Background: an optimization exercise with open tools, aiming at small area, a short achievable clock period and few clock cycles per item. Do not read the settings as production practice.
Only simulation tests tie the RTL to the original design; equivalence was not proved.
Power and IR drop assume default switching activity.

==> inputs of quartz <==
==> flow/design.v (excerpt) <==
module ffc_core (
    input  wire        clk,
    input  wire        rst_n,
    output wire        init_done,
    input  wire        cmd_valid,
    output wire        cmd_ready,
    input  wire [7:0]  cmd_op,
    input  wire [95:0] cmd_a,
    output wire        rsp_valid,
    input  wire        rsp_ready,
    output wire [95:0] rsp_data,
    output wire [7:0]  rsp_status
);
clock: 13.0 ns
lec_check: 0
cap_margin: 40
core_margin: 2
core_utilization: 40
setup_slack_margin: 5
slew_margin: 40
synth_memory_max_bits: 16384
run.sh (not shown) runs the stock make flow with config.mk's settings and CLKGATE_MAP_FILE= SYNTH_SCRIPT=/design/flow/synth_recipe.tcl, a recipe that flattens the netlist after the stock synthesis.
==> harbor: changes against quartz <==
--- a/flow/design.v
+++ b/flow/design.v
@@ -19,14 +19,13 @@
     localparam [44:0] XMAX64 = 45'd27777890035286;
     reg          running;
     reg  [1:0]   est;
     reg          out_valid;
     reg  [91:LOWP] cw;        
     reg  [64:0]  acc;         
-    reg          tst;         
-    reg          tst_ge;      
+    reg          retry;       
     reg          adj_r;       
     reg  [2:0]   cls_r;       
     reg  [1:0]   sq_n;        
     reg  [3:0]   sq0, sq1;    
     reg  [91:0]  out_data;
     reg  [2:0]   out_st;      
@@ -685,97 +684,13 @@
     assign thr[86] = hor60 | (racc[59:54] >= 6'd61);
     assign thr[87] = hor61 | (racc[60:55] >= 6'd49);
     assign thr[88] = hor62 | (racc[61:56] >= 6'd39);
     assign thr[89] = hor63 | (racc[62:57] >= 6'd32);
     assign thr[90] = hor63 | (racc[62:57] >= 6'd52);
     assign thr[91] = hor64 | (racc[63:58] >= 6'd42);
-    wire [91:LOWP] eest = thr[91:LOWP] & ~thr[92:LOWP+1];      
-    wire [91:LOWP] thu;                           
-    assign thu[11] = 1'b1;
-    assign thu[12] = hor9 | (racc[8:3] >= 6'd48);
-    assign thu[13] = hor10 | (racc[9:4] >= 6'd39);
-    assign thu[14] = hor10 | (racc[9:4] >= 6'd62);
-    assign thu[15] = hor11 | (racc[10:5] >= 6'd50);
-    assign thu[16] = hor12 | (racc[11:6] >= 6'd41);
-    assign thu[17] = hor13 | (racc[12:7] >= 6'd33);
-    assign thu[18] = hor13 | (racc[12:7] >= 6'd53);
-    assign thu[19] = hor14 | (racc[13:8] >= 6'd43);
-    assign thu[20] = hor15 | (racc[14:9] >= 6'd35);
-    assign thu[21] = hor15 | (racc[14:9] >= 6'd56);
-    assign thu[22] = hor16 | (racc[15:10] >= 6'd46);
-    assign thu[23] = hor17 | (racc[16:11] >= 6'd37);
-    assign thu[24] = hor17 | (racc[16:11] >= 6'd60);
-    assign thu[25] = hor18 | (racc[17:12] >= 6'd48);
-    assign thu[26] = hor19 | (racc[18:13] >= 6'd39);
-    assign thu[27] = hor19 | (racc[18:13] >= 6'd63);
-    assign thu[28] = hor20 | (racc[19:14] >= 6'd51);
-    assign thu[29] = hor21 | (racc[20:15] >= 6'd42);
-    assign thu[30] = hor22 | (racc[21:16] >= 6'd34);
-    assign thu[31] = hor22 | (racc[21:16] >= 6'd54);
-    assign thu[32] = hor23 | (racc[22:17] >= 6'd44);
-    assign thu[33] = hor24 | (racc[23:18] >= 6'd36);
-    assign thu[34] = hor24 | (racc[23:18] >= 6'd57);
-    assign thu[35] = hor25 | (racc[24:19] >= 6'd47);
-    assign thu[36] = hor26 | (racc[25:20] >= 6'd38);
-    assign thu[37] = hor26 | (racc[25:20] >= 6'd61);
-    assign thu[38] = hor27 | (racc[26:21] >= 6'd49);
-    assign thu[39] = hor28 | (racc[27:22] >= 6'd40);
-    assign thu[40] = hor28;
-    assign thu[41] = hor29 | (racc[28:23] >= 6'd52);
-    assign thu[42] = hor30 | (racc[29:24] >= 6'd42);
-    assign thu[43] = hor31 | (racc[30:25] >= 6'd34);
-    assign thu[44] = hor31 | (racc[30:25] >= 6'd55);
-    assign thu[45] = hor32 | (racc[31:26] >= 6'd45);
-    assign thu[46] = hor33 | (racc[32:27] >= 6'd36);
-    assign thu[47] = hor33 | (racc[32:27] >= 6'd58);
-    assign thu[48] = hor34 | (racc[33:28] >= 6'd47);
-    assign thu[49] = hor35 | (racc[34:29] >= 6'd38);
-    assign thu[50] = hor35 | (racc[34:29] >= 6'd62);
-    assign thu[51] = hor36 | (racc[35:30] >= 6'd50);
-    assign thu[52] = hor37 | (racc[36:31] >= 6'd41);
-    assign thu[53] = hor38 | (racc[37:32] >= 6'd33);
-    assign thu[54] = hor38 | (racc[37:32] >= 6'd53);
-    assign thu[55] = hor39 | (racc[38:33] >= 6'd43);
-    assign thu[56] = hor40 | (racc[39:34] >= 6'd35);
-    assign thu[57] = hor40 | (racc[39:34] >= 6'd56);
-    assign thu[58] = hor41 | (racc[40:35] >= 6'd46);
-    assign thu[59] = hor42 | (racc[41:36] >= 6'd37);
-    assign thu[60] = hor42 | (racc[41:36] >= 6'd59);
-    assign thu[61] = hor43 | (racc[42:37] >= 6'd48);
-    assign thu[62] = hor44 | (racc[43:38] >= 6'd39);
-    assign thu[63] = hor44 | (racc[43:38] >= 6'd63);
-    assign thu[64] = hor45 | (racc[44:39] >= 6'd51);
-    assign thu[65] = hor46 | (racc[45:40] >= 6'd41);
-    assign thu[66] = hor47 | (racc[46:41] >= 6'd34);
-    assign thu[67] = hor47 | (racc[46:41] >= 6'd54);
-    assign thu[68] = hor48 | (racc[47:42] >= 6'd44);
-    assign thu[69] = hor49 | (racc[48:43] >= 6'd36);
-    assign thu[70] = hor49 | (racc[48:43] >= 6'd57);
-    assign thu[71] = hor50 | (racc[49:44] >= 6'd46);
-    assign thu[72] = hor51 | (racc[50:45] >= 6'd38);
-    assign thu[73] = hor51 | (racc[50:45] >= 6'd61);
-    assign thu[74] = hor52 | (racc[51:46] >= 6'd49);
-    assign thu[75] = hor53 | (racc[52:47] >= 6'd40);
-    assign thu[76] = hor53;
-    assign thu[77] = hor54 | (racc[53:48] >= 6'd52);
-    assign thu[78] = hor55 | (racc[54:49] >= 6'd42);
-    assign thu[79] = hor56 | (racc[55:50] >= 6'd34);
-    assign thu[80] = hor56 | (racc[55:50] >= 6'd55);
-    assign thu[81] = hor57 | (racc[56:51] >= 6'd45);
-    assign thu[82] = hor58 | (racc[57:52] >= 6'd36);
-    assign thu[83] = hor58 | (racc[57:52] >= 6'd58);
-    assign thu[84] = hor59 | (racc[58:53] >= 6'd47);
-    assign thu[85] = hor60 | (racc[59:54] >= 6'd38);
-    assign thu[86] = hor60 | (racc[59:54] >= 6'd62);
-    assign thu[87] = hor61 | (racc[60:55] >= 6'd50);
-    assign thu[88] = hor62 | (racc[61:56] >= 6'd40);
-    assign thu[89] = hor63 | (racc[62:57] >= 6'd33);
-    assign thu[90] = hor63 | (racc[62:57] >= 6'd53);
-    assign thu[91] = hor64 | (racc[63:58] >= 6'd43);
-    wire           amb  = |(eest & ~thu);         
-    wire [91:LOWP] esel = (tst && !tst_ge) ? (thr[92:LOWP+1] & ~thr[93:LOWP+2]) : eest;
+    wire [91:LOWP] esel = retry ? (thr[92:LOWP+1] & ~thr[93:LOWP+2]) : (thr[91:LOWP] & ~thr[92:LOWP+1]);
     wire           rsmall = ((~|racc[64:8]) && (racc[7:0] < 8'd233));               
     reg  [LOWP-1:0] ztab;                         
     always @(*) begin
         case (racc[7:0])
             8'd0: ztab = 11'd0;
             8'd1: ztab = 11'd1;
@@ -1199,25 +1114,24 @@
         end
     end
     always @(posedge clk) begin
         if (acc_cmd && c_long) begin
             cw     <= c_enc ? {(92-LOWP){1'b0}} : cmd_a[91:LOWP];
             acc    <= c_enc ? ~(cmd_a[64:0] + 65'd1) : {{(65-LOWW){dlow[LOWW-1]}}, dlow};
-            tst    <= 1'b0;
+            retry  <= 1'b0;
             adj_r  <= c_adj;
             cls_r  <= c_cls;
         end else if (step_dec || fin_dec) begin
             cw  <= cw ^ sel;
             acc <= sum;
         end else if (is_enc && !rsmall) begin
-            if (tst || !amb) begin
+            if (nob) begin
                 cw  <= cw ^ sel;
                 acc <= sum;
             end
-            tst    <= !tst && amb;
-            tst_ge <= nob;
+            retry <= !nob;
         end
         if (sq_out) begin
             sq0 <= (sq_in && sq_n == 2'd1) ? c_sh : sq1;
             if (sq_in && sq_n == 2'd2)
                 sq1 <= c_sh;
         end else if (sq_in) begin
Settings changed: CAP_MARGIN 40 to 20, CORE_UTILIZATION 40 to 55, SLEW_MARGIN 40 to 20.
==> juniper: changes against quartz <==
--- a/flow/design.v
+++ b/flow/design.v
@@ -48,14 +48,20 @@
                         c_eooc = (|cmd_a[95:45]) || (cmd_a[44:0] > XMAX64); end
             default: begin c_wide = 1'b0; c_eooc = |cmd_a[95:64]; end
         endcase
     end
     wire       c_top  = (c_cls == 3'd4) && (|cmd_a[95:92]);    
     wire       c_adj  = |(cmd_a[95:1] & cmd_a[94:0]);
-    wire       c_zero = ~|cmd_a[91:0];
-    wire       c_long = !c_ill && ((c_enc && !c_eooc) || (c_dec && !c_wide && !c_top && !c_zero));
+    wire       c_hi0  = ~|cmd_a[91:LOWP];            
+    wire       c_zero = c_hi0 && ~|cmd_a[LOWP-1:0];
+    wire [64:0] c_inc = cmd_a[64:0] + 65'd1;          
+    wire       c_esm  = ((~|cmd_a[95:8]) && (cmd_a[7:0] < 8'd232));                       
+    wire       can_direct;
+    wire       c_eok  = c_enc && !c_eooc;
+    wire       c_dok  = c_dec && !c_wide && !c_top && !c_zero;
+    wire       c_long = !c_ill && ((c_eok && !(c_esm && can_direct)) || (c_dok && !(c_hi0 && can_direct)));
     wire [3:0] c_sh   = c_ill ? 4'b1000 :
                         (c_enc || c_dec || c_wide) ? 4'b0010 :
                         (c_adj ? 4'b0100 : 4'b0001);
     wire [LOWW-1:0] dlow = (cmd_a[0] ? 10'd1 : 10'd0) + (cmd_a[1] ? 10'd2 : 10'd0) + (cmd_a[2] ? 10'd3 : 10'd0) + (cmd_a[3] ? 10'd5 : 10'd0) + (cmd_a[4] ? 10'd8 : 10'd0) + (cmd_a[5] ? 10'd13 : 10'd0) + (cmd_a[6] ? 10'd21 : 10'd0) + (cmd_a[7] ? 10'd34 : 10'd0) + (cmd_a[8] ? 10'd55 : 10'd0) + (cmd_a[9] ? 10'd89 : 10'd0) + (cmd_a[10] ? 10'd144 : 10'd0) - 10'd1;
     wire [91:LOWP] above;     
     wire [40:0] cb0 = {cw[91], cw[88], cw[87], cw[84], cw[83], cw[80], cw[79], cw[76], cw[75], cw[72], cw[71], cw[68], cw[67], cw[64], cw[63], cw[60], cw[59], cw[56], cw[55], cw[52], cw[51], cw[48], cw[47], cw[44], cw[43], cw[40], cw[39], cw[36], cw[35], cw[32], cw[31], cw[28], cw[27], cw[24], cw[23], cw[20], cw[19], cw[16], cw[15], cw[12], cw[11]};
@@ -772,14 +778,15 @@
     assign thu[90] = hor63 | (racc[62:57] >= 6'd53);
     assign thu[91] = hor64 | (racc[63:58] >= 6'd43);
     wire           amb  = |(eest & ~thu);         
     wire [91:LOWP] esel = (tst && !tst_ge) ? (thr[92:LOWP+1] & ~thr[93:LOWP+2]) : eest;
     wire           rsmall = ((~|racc[64:8]) && (racc[7:0] < 8'd233));               
     reg  [LOWP-1:0] ztab;                         
+    wire [7:0] zin = is_enc ? racc[7:0] : c_inc[7:0];    
     always @(*) begin
-        case (racc[7:0])
+        case (zin)
             8'd0: ztab = 11'd0;
             8'd1: ztab = 11'd1;
             8'd2: ztab = 11'd2;
             8'd3: ztab = 11'd4;
             8'd4: ztab = 11'd5;
             8'd5: ztab = 11'd8;
@@ -1157,14 +1164,17 @@
                        ((est == E_IDLE) || (eng_fin_ok && sq_n == 2'd0 && !out_valid));
     wire acc_cmd  = cmd_valid && cmd_ready;
     wire sq_out   = (sq_n != 2'd0) && out_free;             
     wire fin_dec  = is_dec && dlast && sq_n == 2'd0 && out_free;
     wire fin_enc  = is_enc && rsmall && sq_n == 2'd0 && out_free;
     wire step_dec = is_dec && !fin_dec && (!dlast);
-    wire direct   = acc_cmd && !c_long && (est == E_IDLE) && sq_n == 2'd0 && out_free;
+    assign can_direct = (est == E_IDLE) && sq_n == 2'd0 && out_free;
+    wire direct   = acc_cmd && !c_long && can_direct;
     wire sq_in    = acc_cmd && !c_long && !direct;
+    wire d_enc    = !c_ill && c_eok;                  
+    wire d_dec    = !c_ill && c_dok;                  
     wire out_wr   = sq_out || fin_dec || fin_enc || direct;
     wire eng_done = fin_dec || fin_enc;
     assign init_done  = running;
     assign rsp_valid  = out_valid;
     assign rsp_data   = {4'd0, out_data};
     reg ovf;
@@ -1198,13 +1208,13 @@
             sq_n <= sq_n + {1'b0, sq_in} - {1'b0, sq_out};
         end
     end
     always @(posedge clk) begin
         if (acc_cmd && c_long) begin
             cw     <= c_enc ? {(92-LOWP){1'b0}} : cmd_a[91:LOWP];
-            acc    <= c_enc ? ~(cmd_a[64:0] + 65'd1) : {{(65-LOWW){dlow[LOWW-1]}}, dlow};
+            acc    <= c_enc ? ~c_inc : {{(65-LOWW){dlow[LOWW-1]}}, dlow};
             tst    <= 1'b0;
             adj_r  <= c_adj;
             cls_r  <= c_cls;
         end else if (step_dec || fin_dec) begin
             cw  <= cw ^ sel;
             acc <= sum;
@@ -1229,22 +1239,27 @@
         if (out_wr) begin
             if (sq_out) begin
                 out_data <= {91'd0, sq0[0]};
                 out_st   <= sq0[3:1];
                 out_dchk <= 1'b0;
             end else if (direct) begin
-                out_data <= {91'd0, c_sh[0]};
-                out_st   <= c_sh[3:1];
-                out_dchk <= 1'b0;
+                if (d_enc)
+                    out_data <= {{(92-LOWP){1'b0}}, ztab};
+                else if (d_dec)
+                    out_data <= {{(92-LOWW){1'b0}}, dlow};
+                else
+                    out_data <= {91'd0, c_sh[0]};
+                out_st   <= d_enc ? 3'b000 : d_dec ? {1'b0, c_adj, 1'b0} : c_sh[3:1];
+                out_dchk <= d_dec;
             end else if (fin_dec) begin
                 out_data <= {27'd0, sum};
                 out_st   <= {1'b0, adj_r, 1'b0};
                 out_dchk <= 1'b1;
             end else begin
                 out_data <= {cw, ztab};
                 out_st   <= 3'b000;
                 out_dchk <= 1'b0;
             end
-            out_cls <= cls_r;
+            out_cls <= direct ? c_cls : cls_r;
         end
     end
 endmodule
Settings changed: PLACE_DENSITY from default to 0.72.
==> summary of the runs <==
Against quartz, the wire length of juniper is higher by 6.8%.
The lowest critical path depth belongs to juniper, the highest to quartz.
In harbor the setup slack is lower than in quartz, by 0.28 ns.
Hold slack: juniper > harbor > quartz.
In juniper the synthesized area is larger than in quartz, by 0.92%.
Count of clock-buffer cells in the layout, lowest first: harbor, juniper, quartz.
==> figures <==
Outcome: juniper finished clean; harbor finished clean; quartz finished clean
Clock edge transition at the registers on the reported setup and hold paths: juniper 0.07 ns; harbor 0.07 ns; quartz 0.06 ns
Number of stages on the worst hold path: juniper 2; harbor 0; quartz 0
Simple logic cell fraction of the synthesized area: juniper 31.2%; harbor 31.0%; quartz 31.9%
Final worst path period need: juniper 8.05 ns; harbor 8.20 ns; quartz 7.92 ns
Proportion of cell area spent on the clock network: juniper 2.98%; harbor 2.72%; quartz 2.95%
Proportion of total power due to net switching: juniper 38.6%; harbor 39.5%; quartz 36.0%
Power Dens Cells: juniper 95.5 mW/mm2; harbor 99.2 mW/mm2; quartz 93.5 mW/mm2
Met3 Track Usage GR: juniper 17.5%; harbor 32.1%; quartz 14.6%
Post-Synth XOR/XNOR Area: juniper 3.74%; harbor 3.63%; quartz 3.64%
Synth Area in Compound Gates: juniper 23.4%; harbor 22.6%; quartz 22.9%
Half-perimeter wire length of the detailed placement result: juniper 162 mm; harbor 131 mm; quartz 154 mm
Die Outline Area: juniper 0.0836 mm2; harbor 0.0580 mm2; quartz 0.0828 mm2
Testbench counts of quartz, summed over its fixed seeds: cycles 19,902, items 4,800.
Testbench counts of harbor, summed over its fixed seeds: cycles 19,748, items 4,800.
Testbench counts of juniper, summed over its fixed seeds: cycles 19,665, items 4,800.

==> afterwards: timing with drivers on the ports <==
In the flow no input, the clock included, has a driving cell. The finished layouts below were timed again as built, in two steps. Step 1, drivers: a clkbuf_16 drives clk and a buf_2 each remaining input, both assumed. Step 2 times the ports against the registers' clock, not the clock port: input delays grow and output delays shrink by t, the midpoint of the rising clock arrivals with the driver on. Three values: ideal, step 1, step 2; two values: the first two.
run	t (ns)	setup WS [ns]	worst hold slack (ns)	worst slew at a driven data input, ns
quartz	0.619	5.082 / 5.082 / 4.736	0.423 / 0.423 / 0.423	0.07
harbor	0.687	4.803 / 4.803 / 4.604	0.428 / 0.428 / 0.428	0.07
juniper	0.649	4.949 / 4.949 / 4.517	0.549 / 0.549 / 0.549	0.08
After both steps setup and hold are still met in every run listed. For juniper, which loses most, drivers alone change the setup slack by 0.000 ns; drivers and shift together by -0.432 ns.
